Context: an optimization exercise on an open-source flow, tuned for small area, a short achievable clock period and few clock cycles. The choices shown serve that exercise and are no tape-out recipe. Function was checked by simulation only, so behaviour that the tests miss may differ from the original. Power is estimated from default activity; no workload was simulated.

==> flow/design.v (excerpt) <==
module rde_sieve (
    input  wire        clk,
    input  wire        rst,
    input  wire        ld_en,
    input  wire [5:0]  ld_idx,
    input  wire [15:0] ld_data,
    input  wire        set_en,
    input  wire [63:0] set_lsb,
    input  wire [2:0]  set_mod6,
    input  wire        go,
    input  wire [1:0]  go_mode,
    input  wire [7:0]  go_count,
    output reg         out_valid,
    output reg  [63:0] out_lsb,
    output reg         done,
    output wire [63:0] lsb
);
Size: about 11000 cells after synthesis, ~230 I/O pins, about 0.076 mm² of cells after synthesis.
==> flow/config.mk <==
export PLATFORM = sky130hd
export DESIGN_NAME = rde_sieve
export DESIGN_NICKNAME = rde_sieve
export VERILOG_FILES = /design/flow/design.v
export SDC_FILE = /design/flow/constraint.sdc
export NUM_CORES = 8
export LEC_CHECK = 0
export CAP_MARGIN = 50
export CORE_MARGIN = 2
export CORE_UTILIZATION = 30
export CTS_CLUSTER_DIAMETER = 80
export CTS_CLUSTER_SIZE = 24
export SLEW_MARGIN = 50
export SYNTH_HIERARCHICAL = 1
==> flow/constraint.sdc <==
create_clock -name core_clock -period 25.0 [get_ports {clk}]
set_input_delay 5.0000 -clock core_clock [delete_from_list [all_inputs] [get_ports {clk}]]
set_output_delay 5.0000 -clock core_clock [all_outputs]
set_load 0.01 [all_outputs]
standard.sh (not shown) runs the stock make flow with config.mk's settings and CLKGATE_MAP_FILE= SYNTH_SCRIPT=/design/flow/synth_recipe.tcl, a recipe that flattens the netlist after the stock synthesis.
==> flow/flow/run.sh <==
#!/bin/bash
# Own layout flow: the standard ORFS flow (standard.sh) with
#  - the standard synthesis script (synth_recipe.tcl), except that ABC maps the
#    lane group modules (rde_sieve_grp*) with flow/area.abc, an area-oriented
#    script; the top module keeps ORFS's script, and the registers are unchanged,
#  - timing repair aiming at a setup slack margin (the achieved period shrinks),
#  - ABC's buffers removed before placement, more antenna repair iterations.
# The ORFS tools write their full logs under orfs/logs; this script's own
# output goes to run.log.
exec > run.log 2>&1
set -x
HERE=$(pwd)
cat > my_synth.tcl <<EOT
proc abc {args} {
  set i [lsearch -exact \$args -script]
  set ga \$args
  if {\$i >= 0} { lset ga [expr {\$i + 1}] $HERE/flow/area.abc }
  yosys select rde_sieve_grp*
  yosys abc {*}\$ga
  yosys select -clear
  yosys select rde_sieve
  yosys abc {*}\$args
  yosys select -clear
}
source $HERE/synth_recipe.tcl
EOT
sed "s|SYNTH_SCRIPT=[^ ]*synth_recipe.tcl|SYNTH_SCRIPT=$HERE/my_synth.tcl|" standard.sh > my_standard.sh
grep -c my_synth.tcl my_standard.sh
export SETUP_SLACK_MARGIN=18.5
export REMOVE_ABC_BUFFERS=1
export MAX_REPAIR_ANTENNAS_ITER_DRT=20
export MAX_REPAIR_ANTENNAS_ITER_GRT=10
bash my_standard.sh finish
==> flow/flow/area.abc <==
&get -n
&st
&dc2
&syn2
&dch -f
&nf -R 1000 -a
&put
The first run went through all stages and came out clean.
Testbench counts at the start, summed over its fixed seeds: cycles 2,213.
Then changed:
--- a/flow/flow/run.sh
+++ b/flow/flow/run.sh
@@ -5,5 +5,7 @@
 #    script; the top module keeps ORFS's script, and the registers are unchanged,
 #  - timing repair aiming at a setup slack margin (the achieved period shrinks),
-#  - ABC's buffers removed before placement, more antenna repair iterations.
+#  - ABC's buffers removed before placement, more antenna repair iterations,
+#  - gate sizing not restricted to cells of the same footprint,
+#  - ports buffered with buf_2 (every port still gets its buffer).
 # The ORFS tools write their full logs under orfs/logs; this script's own
 # output goes to run.log.
@@ -25,7 +27,9 @@
 source $HERE/synth_recipe.tcl
 EOT
-sed "s|SYNTH_SCRIPT=[^ ]*synth_recipe.tcl|SYNTH_SCRIPT=$HERE/my_synth.tcl|" standard.sh > my_standard.sh
+sed -e "s|SYNTH_SCRIPT=[^ ]*synth_recipe.tcl|SYNTH_SCRIPT=$HERE/my_synth.tcl|" \
+    -e 's|"\${@:-finish}"|MATCH_CELL_FOOTPRINT=0 "\${@:-finish}"|' standard.sh > my_standard.sh
 grep -c my_synth.tcl my_standard.sh
-export SETUP_SLACK_MARGIN=18.5
+export SETUP_SLACK_MARGIN=18.6
+export BUFFER_PORTS_ARGS="-buffer_cell sky130_fd_sc_hd__buf_2"
 export REMOVE_ABC_BUFFERS=1
 export MAX_REPAIR_ANTENNAS_ITER_DRT=20
After rerunning:
- power is higher by a few percent
- count of clock-buffer cells in the layout came out higher by 4
- core utilization is about the same
- clock power grows by a few percent
- setup slack gets better by 0.095 ns
- cell area stays flat
- wire length increases by a little under a tenth
- non-clock buffer count rises by 53
- synthesized cell count does not change
- via count increases slightly
Then changed:
--- a/flow/flow/run.sh
+++ b/flow/flow/run.sh
@@ -1,7 +1,6 @@
 #!/bin/bash
 # Own layout flow: the standard ORFS flow (standard.sh) with
-#  - the standard synthesis script (synth_recipe.tcl), except that ABC maps the
-#    lane group modules (rde_sieve_grp*) with flow/area.abc, an area-oriented
-#    script; the top module keeps ORFS's script, and the registers are unchanged,
+#  - the standard synthesis script (synth_recipe.tcl), except that ABC maps
+#    with flow/area.abc, an area-oriented script (the registers are unchanged),
 #  - timing repair aiming at a setup slack margin (the achieved period shrinks),
 #  - ABC's buffers removed before placement, more antenna repair iterations,
@@ -22,5 +21,5 @@
   yosys select -clear
   yosys select rde_sieve
-  yosys abc {*}\$args
+  yosys abc {*}\$ga
   yosys select -clear
 }
@@ -30,5 +29,5 @@
     -e 's|"\${@:-finish}"|MATCH_CELL_FOOTPRINT=0 "\${@:-finish}"|' standard.sh > my_standard.sh
 grep -c my_synth.tcl my_standard.sh
-export SETUP_SLACK_MARGIN=18.6
+export SETUP_SLACK_MARGIN=18.7
 export BUFFER_PORTS_ARGS="-buffer_cell sky130_fd_sc_hd__buf_2"
 export REMOVE_ABC_BUFFERS=1
Result:
- non-clock buffer count came out higher by 257
- wire length came out higher by 1.4%
- synthesized area came out lower by 4.1%
- hold slack barely changes
- sequential share of layout area came out lower by 0.55 points
- count of clock-buffer cells in the layout came out lower by 4
- global-route usage came out higher by 1.7 points
- register-to-register slack loses 1.1 ns
- total power came out higher by 56%
- final area came out higher by 2.9%
- via count came out lower by 0.40%

-- afterwards: timing with drivers on the ports --
The flow's constraints put no driver on any port. The routed layouts listed below were extracted and timed again, unchanged, in two steps.
Step 1 assumes that a clkbuf_16 drives the clock port and a buf_2 every other input.
Step 2 adds t to the input delays and takes it off the output delays; t is the mean of the earliest and latest rising clock arrival at the registers after step 1. Input paths then give back, and output paths get back, about the clock's delay inside the block.
a / b / c = ideal ports / drivers / drivers and shift; a / b = the first two.
run	t, ns	slack for setup (ns)	hold slack, ns	slew at the worst register clock pin (ns)	cell pins on the clock port's net
the first run	0.841	18.542 / 18.444 / 17.826	0.491 / 0.491 / 0.491	0.10 / 0.10	1
the second run	0.831	18.636 / 18.543 / 17.995	0.488 / 0.488 / 0.488	0.10 / 0.10	1
the third run	0.881	17.644 / 17.644 / 17.644	0.489 / 0.489 / 0.489	0.09 / 0.09	1
After both steps every run listed still meets setup and hold. For the first run, which loses most, drivers alone change the setup slack by -0.098 ns; drivers and shift together by -0.716 ns.
